Source: an optimization exercise on an open RTL-to-GDS flow (aim: small area, a short achievable clock period and few clock cycles). Production flows keep margins and buffers that such runs may drop. In this exercise RTL edits were held to simulation tests only and were not proved equivalent to the original. Power and IR drop assume default switching activity.

## design/flow/run.sh

```bash
#!/bin/bash
# synth_recipe.tcl (not shown) runs the flow's synth.tcl, then flattens the netlist and writes it again
# the make line also repeats each setting of config.mk as NAME=value (left out here)
make -C /OpenROAD-flow-scripts/flow DESIGN_CONFIG=/design/flow/config.mk WORK_HOME=/design/flow/orfs CLKGATE_MAP_FILE= SYNTH_SCRIPT=/design/flow/synth_recipe.tcl finish
```

## design/flow/config.mk

```make
export PLATFORM = sky130hd
export DESIGN_NAME = sla_layer_codec
export DESIGN_NICKNAME = sla_layer_codec
export VERILOG_FILES = /design/flow/design.v
export SDC_FILE = /design/flow/constraint.sdc
export NUM_CORES = 4
export LEC_CHECK = 0
export CAP_MARGIN = 20
export CORE_MARGIN = 2
export CORE_UTILIZATION = 40
export PLACE_DENSITY = 0.6
export SLEW_MARGIN = 20
```

## design/flow/constraint.sdc

```tcl
create_clock -name core_clock -period 10.0 [get_ports {clk}]
set_input_delay 2.0000 -clock core_clock [delete_from_list [all_inputs] [get_ports {clk}]]
set_output_delay 2.0000 -clock core_clock [all_outputs]
set_load 0.01 [all_outputs]
```

## design/flow/design.v

```verilog
module sla_layer_codec (
    input  wire        clk,
    input  wire        rst,
    input  wire        cmd_valid,
    output wire        cmd_ready,
    input  wire        cmd_op,        
    input  wire [7:0]  cmd_w,
    input  wire [7:0]  cmd_h,
    input  wire [3:0]  cmd_n,         
    input  wire [19:0] cmd_len,       
    output reg         mem_re,
    output reg         mem_we,
    output reg  [15:0] mem_addr,
    output reg  [7:0]  mem_wdata,
    input  wire [7:0]  mem_rdata,
    output reg         tok_out_valid,
    input  wire        tok_out_ready,
    output reg  [7:0]  tok_out_data,
    input  wire        tok_in_valid,
    output wire        tok_in_ready,
    input  wire [7:0]  tok_in_data,
    output wire        done,
    output wire        done_fail,
    output wire [3:0]  done_code,
    output wire [31:0] done_word
);
    localparam [3:0] CODE_BAD_BIT_DEPTH    = 4'd6;
    localparam [3:0] CODE_LENGTH_NOT_MULT  = 4'd8;
    localparam [3:0] CODE_ZERO_PLANE       = 4'd13;
    localparam [4:0]
        S_IDLE   = 5'd0,
        S_SCHK   = 5'd1,    
        S_SPL    = 5'd2,    
        S_SRD    = 5'd3,    
        S_SBIT   = 5'd4,    
        S_SEMIT  = 5'd5,    
        S_SFLUSH = 5'd6,    
        S_MTIN   = 5'd7,    
        S_MBIT   = 5'd8,    
        S_MADD   = 5'd9,    
        S_MDIVS  = 5'd10,   
        S_MDIV   = 5'd11,   
        S_MDCHK  = 5'd12,   
        S_MGST   = 5'd13,   
        S_MGRD   = 5'd14,   
        S_MGWR   = 5'd15,   
        S_DONE   = 5'd16;
    reg [4:0]  state;
    reg [15:0] npix;         
    reg [3:0]  depth;        
    reg [19:0] bytes_left;   
    reg [3:0]  plane;
    reg [7:0]  thr;
    reg [15:0] idx;
    reg        cur;
    reg [6:0]  pend;
    reg        bit_r;
    reg [31:0] tok_count;
    reg        tok_val;
    reg [6:0]  tok_len;
    reg        first_plane;
    reg [31:0] dlen;         
    reg [31:0] div_q;        
    reg [16:0] div_r;        
    reg [15:0] div_d;        
    reg [5:0]  div_cnt;
    reg        div_second;   
    reg [31:0] nout;
    reg [7:0]  scale;        
    reg        res_fail;
    reg [3:0]  res_code;
    reg [31:0] res_word;
    assign cmd_ready    = (state == S_IDLE);
    assign tok_in_ready = (state == S_MTIN) && (bytes_left != 20'd0);
    assign done         = (state == S_DONE);
    assign done_fail    = res_fail;
    assign done_code    = res_code;
    assign done_word    = res_word;
    wire depth_ok = (depth == 4'd1) || (depth == 4'd2) || (depth == 4'd4) || (depth == 4'd8);
    reg [7:0] thr_calc;
    always @(*) begin
        case (depth)
            4'd1:    thr_calc = 8'd128;
            4'd2:    thr_calc = {plane[0], 7'd0} + 8'd64;
            4'd4:    thr_calc = {plane[1:0], 6'd0} + 8'd32;
            default: thr_calc = {plane[2:0], 5'd0} + 8'd16;
        endcase
    end
    wire       pix_bit  = (mem_rdata >= thr);
    wire       last_pix = (idx == npix - 16'd1);
    wire [16:0] div_shift = {div_r[15:0], div_q[31]};
    wire        div_ge    = (div_shift >= {1'b0, div_d});
    wire [15:0] gray_prod = mem_rdata * scale;
    always @(*) begin
        mem_re        = 1'b0;
        mem_we        = 1'b0;
        mem_addr      = idx;
        mem_wdata     = 8'd0;
        tok_out_valid = 1'b0;
        tok_out_data  = {cur, pend};
        case (state)
            S_SRD:    mem_re = 1'b1;
            S_SEMIT:  tok_out_valid = 1'b1;
            S_SFLUSH: tok_out_valid = (pend != 7'd0);
            S_MBIT: begin
                if (tok_len != 7'd0 && npix != 16'd0) begin
                    if (first_plane) begin
                        mem_we    = 1'b1;
                        mem_wdata = {7'd0, tok_val};
                    end else begin
                        mem_re    = 1'b1;
                    end
                end
            end
            S_MADD: begin
                mem_we    = 1'b1;
                mem_wdata = mem_rdata + {7'd0, tok_val};
            end
            S_MGRD:   mem_re = 1'b1;
            S_MGWR: begin
                mem_we    = 1'b1;
                mem_wdata = gray_prod[7:0];
            end
            default: ;
        endcase
    end
    always @(posedge clk) begin
        if (rst) begin
            state <= S_IDLE;
        end else begin
            case (state)
                S_IDLE: begin
                    if (cmd_valid) begin
                        npix       <= cmd_w * cmd_h;
                        depth      <= cmd_n;
                        bytes_left <= cmd_len;
                        tok_count  <= 32'd0;
                        dlen       <= 32'd0;
                        idx        <= 16'd0;
                        first_plane <= 1'b1;
                        state      <= cmd_op ? S_MTIN : S_SCHK;
                    end
                end
                S_SCHK: begin
                    if (!depth_ok) begin
                        res_fail <= 1'b1;
                        res_code <= CODE_BAD_BIT_DEPTH;
                        res_word <= {28'd0, depth};
                        state    <= S_DONE;
                    end else begin
                        plane <= 4'd0;
                        state <= S_SPL;
                    end
                end
                S_SPL: begin
                    if (plane == depth) begin
                        res_fail <= 1'b0;
                        res_code <= 4'd0;
                        res_word <= tok_count;
                        state    <= S_DONE;
                    end else begin
                        thr   <= thr_calc;
                        idx   <= 16'd0;
                        pend  <= 7'd0;
                        state <= (npix == 16'd0) ? S_SFLUSH : S_SRD;
                    end
                end
                S_SRD: state <= S_SBIT;
                S_SBIT: begin
                    if (pend == 7'd0) begin
                        cur  <= pix_bit;
                        pend <= 7'd1;
                        idx  <= idx + 16'd1;
                        state <= last_pix ? S_SFLUSH : S_SRD;
                    end else if (pix_bit == cur && pend != 7'd125) begin
                        pend <= pend + 7'd1;
                        idx  <= idx + 16'd1;
                        state <= last_pix ? S_SFLUSH : S_SRD;
                    end else begin
                        bit_r <= pix_bit;
                        state <= S_SEMIT;
                    end
                end
                S_SEMIT: begin
                    if (tok_out_ready) begin
                        tok_count <= tok_count + 32'd1;
                        cur   <= bit_r;
                        pend  <= 7'd1;
                        idx   <= idx + 16'd1;
                        state <= last_pix ? S_SFLUSH : S_SRD;
                    end
                end
                S_SFLUSH: begin
                    if (pend == 7'd0 || tok_out_ready) begin
                        if (pend != 7'd0)
                            tok_count <= tok_count + 32'd1;
                        pend  <= 7'd0;
                        plane <= plane + 4'd1;
                        state <= S_SPL;
                    end
                end
                S_MTIN: begin
                    if (bytes_left == 20'd0) begin
                        state <= S_MDIVS;
                    end else if (tok_in_valid) begin
                        tok_val    <= tok_in_data[7];
                        tok_len    <= tok_in_data[6:0];
                        bytes_left <= bytes_left - 20'd1;
                        state      <= S_MBIT;
                    end
                end
                S_MBIT: begin
                    if (tok_len == 7'd0) begin
                        state <= S_MTIN;
                    end else if (npix == 16'd0) begin
                        dlen    <= dlen + 32'd1;
                        tok_len <= tok_len - 7'd1;
                    end else if (first_plane) begin
                        dlen    <= dlen + 32'd1;
                        tok_len <= tok_len - 7'd1;
                        if (last_pix) begin
                            idx         <= 16'd0;
                            first_plane <= 1'b0;
                        end else begin
                            idx <= idx + 16'd1;
                        end
                    end else begin
                        state <= S_MADD;
                    end
                end
                S_MADD: begin
                    dlen    <= dlen + 32'd1;
                    tok_len <= tok_len - 7'd1;
                    idx     <= last_pix ? 16'd0 : idx + 16'd1;
                    state   <= S_MBIT;
                end
                S_MDIVS: begin
                    if (npix == 16'd0) begin
                        res_fail <= 1'b1;
                        res_code <= CODE_ZERO_PLANE;
                        res_word <= 32'd0;
                        state    <= S_DONE;
                    end else begin
                        div_q      <= dlen;
                        div_r      <= 17'd0;
                        div_d      <= npix;
                        div_cnt    <= 6'd32;
                        div_second <= 1'b0;
                        state      <= S_MDIV;
                    end
                end
                S_MDIV: begin
                    if (div_cnt == 6'd0) begin
                        state <= div_second ? S_MGST : S_MDCHK;
                    end else begin
                        div_r   <= div_ge ? (div_shift - {1'b0, div_d}) : div_shift;
                        div_q   <= {div_q[30:0], div_ge};
                        div_cnt <= div_cnt - 6'd1;
                    end
                end
                S_MDCHK: begin
                    if (div_r != 17'd0) begin
                        res_fail <= 1'b1;
                        res_code <= CODE_LENGTH_NOT_MULT;
                        res_word <= dlen;
                        state    <= S_DONE;
                    end else if (dlen == 32'd0) begin
                        res_fail <= 1'b1;
                        res_code <= CODE_ZERO_PLANE;
                        res_word <= 32'd0;
                        state    <= S_DONE;
                    end else begin
                        nout       <= div_q;
                        div_q      <= 32'd255;
                        div_r      <= 17'd0;
                        div_d      <= (div_q > 32'd255) ? 16'hFFFF : div_q[15:0];
                        div_cnt    <= 6'd32;
                        div_second <= 1'b1;
                        state      <= S_MDIV;
                    end
                end
                S_MGST: begin
                    scale <= div_q[7:0];
                    idx   <= 16'd0;
                    state <= S_MGRD;
                end
                S_MGRD: state <= S_MGWR;
                S_MGWR: begin
                    if (last_pix) begin
                        res_fail <= 1'b0;
                        res_code <= 4'd0;
                        res_word <= nout;
                        state    <= S_DONE;
                    end else begin
                        idx   <= idx + 16'd1;
                        state <= S_MGRD;
                    end
                end
                S_DONE: state <= S_IDLE;
                default: state <= S_IDLE;
            endcase
        end
    end
endmodule
```

==> run notes <==
cells by family after synthesis:
logic type / after synthesis
AO/OA/AOI/OAI: 306
XOR/XNOR: 162
adder cells (fa/ha/maj): 137
buffers and inverters: 222
flip-flops: 300
multiplexers: 16
AND/OR/NAND/NOR: 640
final timing paths:
path,from,to,slack (ps),cells past startpoint
max,mem_rdata[1],mem_wdata[7],1620,13
min reg2reg,div_q[24],nout[24],480,0
max reg2reg,state[0],div_cnt[1],5810,7
min,div_q[24],nout[24],480,0
layout make-up:
| class | count | area, sq um | area share (%) |
|---|---|---|---|
| Timing Repair Buffer | 154 | 1500 | 6.79 |
| Clock inverter | 20 | 268 | 1.21 |
| Tap cell | 607 | 759 | 3.43 |
| Multi-Input combinational cell | 1261 | 9150 | 41.3 |
| Inverter | 159 | 597 | 2.69 |
| Clock buffer | 44 | 910 | 4.11 |
| Sequential cell | 300 | 8960 | 40.5 |
metrics by stage:
stage          setup WS, ps  utilization (%)  hold WS, ps  total power, mW
2_1_floorplan          2770                -          451             2.71
3_3_place_gp           1670             45.0          477             3.16
3_5_place_dp           1620             45.0          469             3.18
4_1_cts                1600             47.5          484             4.51
5_1_grt                1410             47.6          505             4.72
6_report               1620             47.6          484             4.47
flip-flops by register name, indices dropped and copies added, names as in the netlist, 17 cells and up:
| name | cells |
|---|---|
| div_q | 32 |
| tok_count | 32 |
| bytes_left | 20 |
| dlen | 32 |
| res_word | 32 |
| div_r | 17 |
| nout | 32 |
power groups by stage:
stage / sequential, mW / clock [mW] / combinational [mW]
2_1_floorplan: 1.85 / 0 / 0.857
3_3_place_gp: 1.94 / 0 / 1.22
3_5_place_dp: 1.94 / 0 / 1.24
4_1_cts: 1.92 / 1.34 / 1.25
5_1_grt: 1.94 / 1.39 / 1.39
6_report: 1.92 / 1.31 / 1.24
cells in the mapped netlist (all sizes together) (53+ instances only):
| cell type | number | area share (%) |
|---|---|---|
| nand2 | 145 | 2.9 |
| xnor2 | 89 | 4.1 |
| inv | 158 | 3.1 |
| ha | 88 | 5.8 |
| nor2 | 184 | 3.8 |
| clkbuf | 54 | 1.1 |
| edfxtp | 295 | 47 |
| xor2 | 73 | 3.4 |
| nand3 | 53 | 1.4 |
| o21ai | 74 | 2.0 |
| and2 | 70 | 2.3 |
| a21oi | 68 | 1.8 |
metal layers:
metal	track usage (%)	vias up	share of wire (%)
met5	0	-	0
met4	6.00	0	2.5
met3	2.67	85	4.8
met2	32.7	395	49
met1	26.2	6777	44
li1	-	6670	-
==> out/metrics.cfg <==
[power_and_ir_drop]
p_clk_share_pct = 29.3
p_seq_share_pct = 42.9
power.density_mw_per_mm2 = 202
ir_drop_uv = 144
power_frac_comb_pct = 27.8
p_leak_nw = 8.31
internal_power_mw = 2.99
switching_power_mw = 1.48
switching_share_pct = 33.2

[yosys]
synth.area.mux_share_pct = 0.856
yosys_warnings = 1
synth-async-reset-ratio_pct = 0
synth-compound-area-share_pct = 11.4
synth-xor-area-share_pct = 7.52
syn_area_sq_mm = 0.0189
synth_top_family_by_area = simple AND/OR/NAND/NOR gates
synthCells = 1783
synthSimpleGateAreaFrac_pct = 17.1
ys.flop_type = edfxtp_1
syn_area_per_cell_sq_um = 10.6
synth-seq-cells = 300
synthAdderAreaFrac_pct = 11.0
synth_cell_types = 77
ys_seq_area_share_pct = 47.5
synth-edff-count = 295
syn_nets = 1982

[timing]
final_hold_viol_count = 0
relSlewSlack_pct = 27.0
final_max_slew_viol_count = 0
tns_ps = 0
min_period_ps = 8380
fmaxAchievable_mhz = 119
min_period_over_period_pct = 83.8
setup_violations = 0
finalClockSkew_ps = 32.6
tightest_slew_ps = 1090
rsz0062_at_grt = false

[finish]
antennaDiodeCount = 0
fillCellCount = 4318
final_cell_mix = edfxtp_1, nor2_1, inv_1
fin_cells = 2545
finalNetCount = 2110
stdcell_area_sq_mm = 0.0221
final_common_cell = edfxtp_1
drive_above_1_share_pct = 5.83
synthToLayoutAreaGrowth_pct = 17.4

[floorplanning]
die_w_microns = 221
num_io_pins = 137
core-area_sq_mm = 0.0466
initial_utilization_pct = 40.5
die_h_microns = 221
dieArea_sq_mm = 0.0489
std_cell_rows = 79

[clock_network]
cts_root_buf = clkbuf_16
cts_setup_buffers = 0
numCtsBuffers = 35
clock-sinks = 300
ctsHoldBuffers = 0
cts_tree = yes
clk_latency_ps = 560
cts_buffer_depth = 3
htreeDepth = 2
cts.clk_slew.worst_paths_ps = 60
ctsResizeCount = 0

[drt]
drt_iter0_markers = 1176
viasPerCell = 5.47
antenna_left = 0
wirelength_microns = 47600
drc = 0
dr_total_vias = 13900
first_pass_iters = 8
routedWlPerCell_microns = 18.7

[setup_path]
crit_path_max_fanout = 10
worstPathArrival_ps = 6380
required_ps = 8000
timing.setup.critical_path_class = in2out
critPathBufInv = 3
path_common_cell = fa_1
endpoint_kind = output pin
path_cells = clkdlybuf4s50_1, nand2_1, fa_1, fa_1, fa_1, fa_1, inv_1, ha_1, a21oi_1, xnor2_1, xnor2_1, o22ai_1, clkdlybuf4s50_1
start_kind = input port
path_delay_family = adder cells
max_stage_delay_ps = 710
crit_slowest_cell = clkdlybuf4s50_1

[grt]
grt_pass1_wl_microns = 77300
grt_max_degree = 50
grt_pass1_vias = 14000
antenna_found_initial = 0
grt_use_total_pct = 19.5
grt_remaining_overflow = 0

[min_path]
worstHoldPathType = reg2reg

[place]
portBuffers = 136
gp_congestion = 0.883
hpwl_microns = 34500
placedCellCount = 2481
place_area_sq_mm = 0.0209

[outcome]
outcome = timing/DRC/antenna clean

[run]
cap_viol_max_count = 0

Testbench counts, summed over its fixed seeds: cycles 1,297,509.

## port drivers added, routing unchanged
No port has a modelled driver above. Below, the same layout with a new extraction and two added sets of constraints. Step 1 (the two cells are an assumption about what drives the block):
set clk [get_ports {clk}]
set_driving_cell -lib_cell sky130_fd_sc_hd__clkbuf_16 $clk
set_driving_cell -lib_cell sky130_fd_sc_hd__buf_2 [delete_from_list [all_inputs] $clk]
Step 2 moves the port delays by t, midway between the first and last clock arrival at a register: inputs arrive t later, outputs are due t later. That takes back most of the time a late clock gives input paths. Three values: no drivers, after step 1, after step 2; two values: the first two.
t (ns): 0.601
setup slack, ns: 1.624 / 1.599 / 1.599
worst slew at a driven data input, ns: 0.08
pins driven straight from the clock port: 1
After both steps this run still meets setup and hold. The setup slack of this run moves by -0.025 ns with the drivers and by -0.025 ns with both steps.
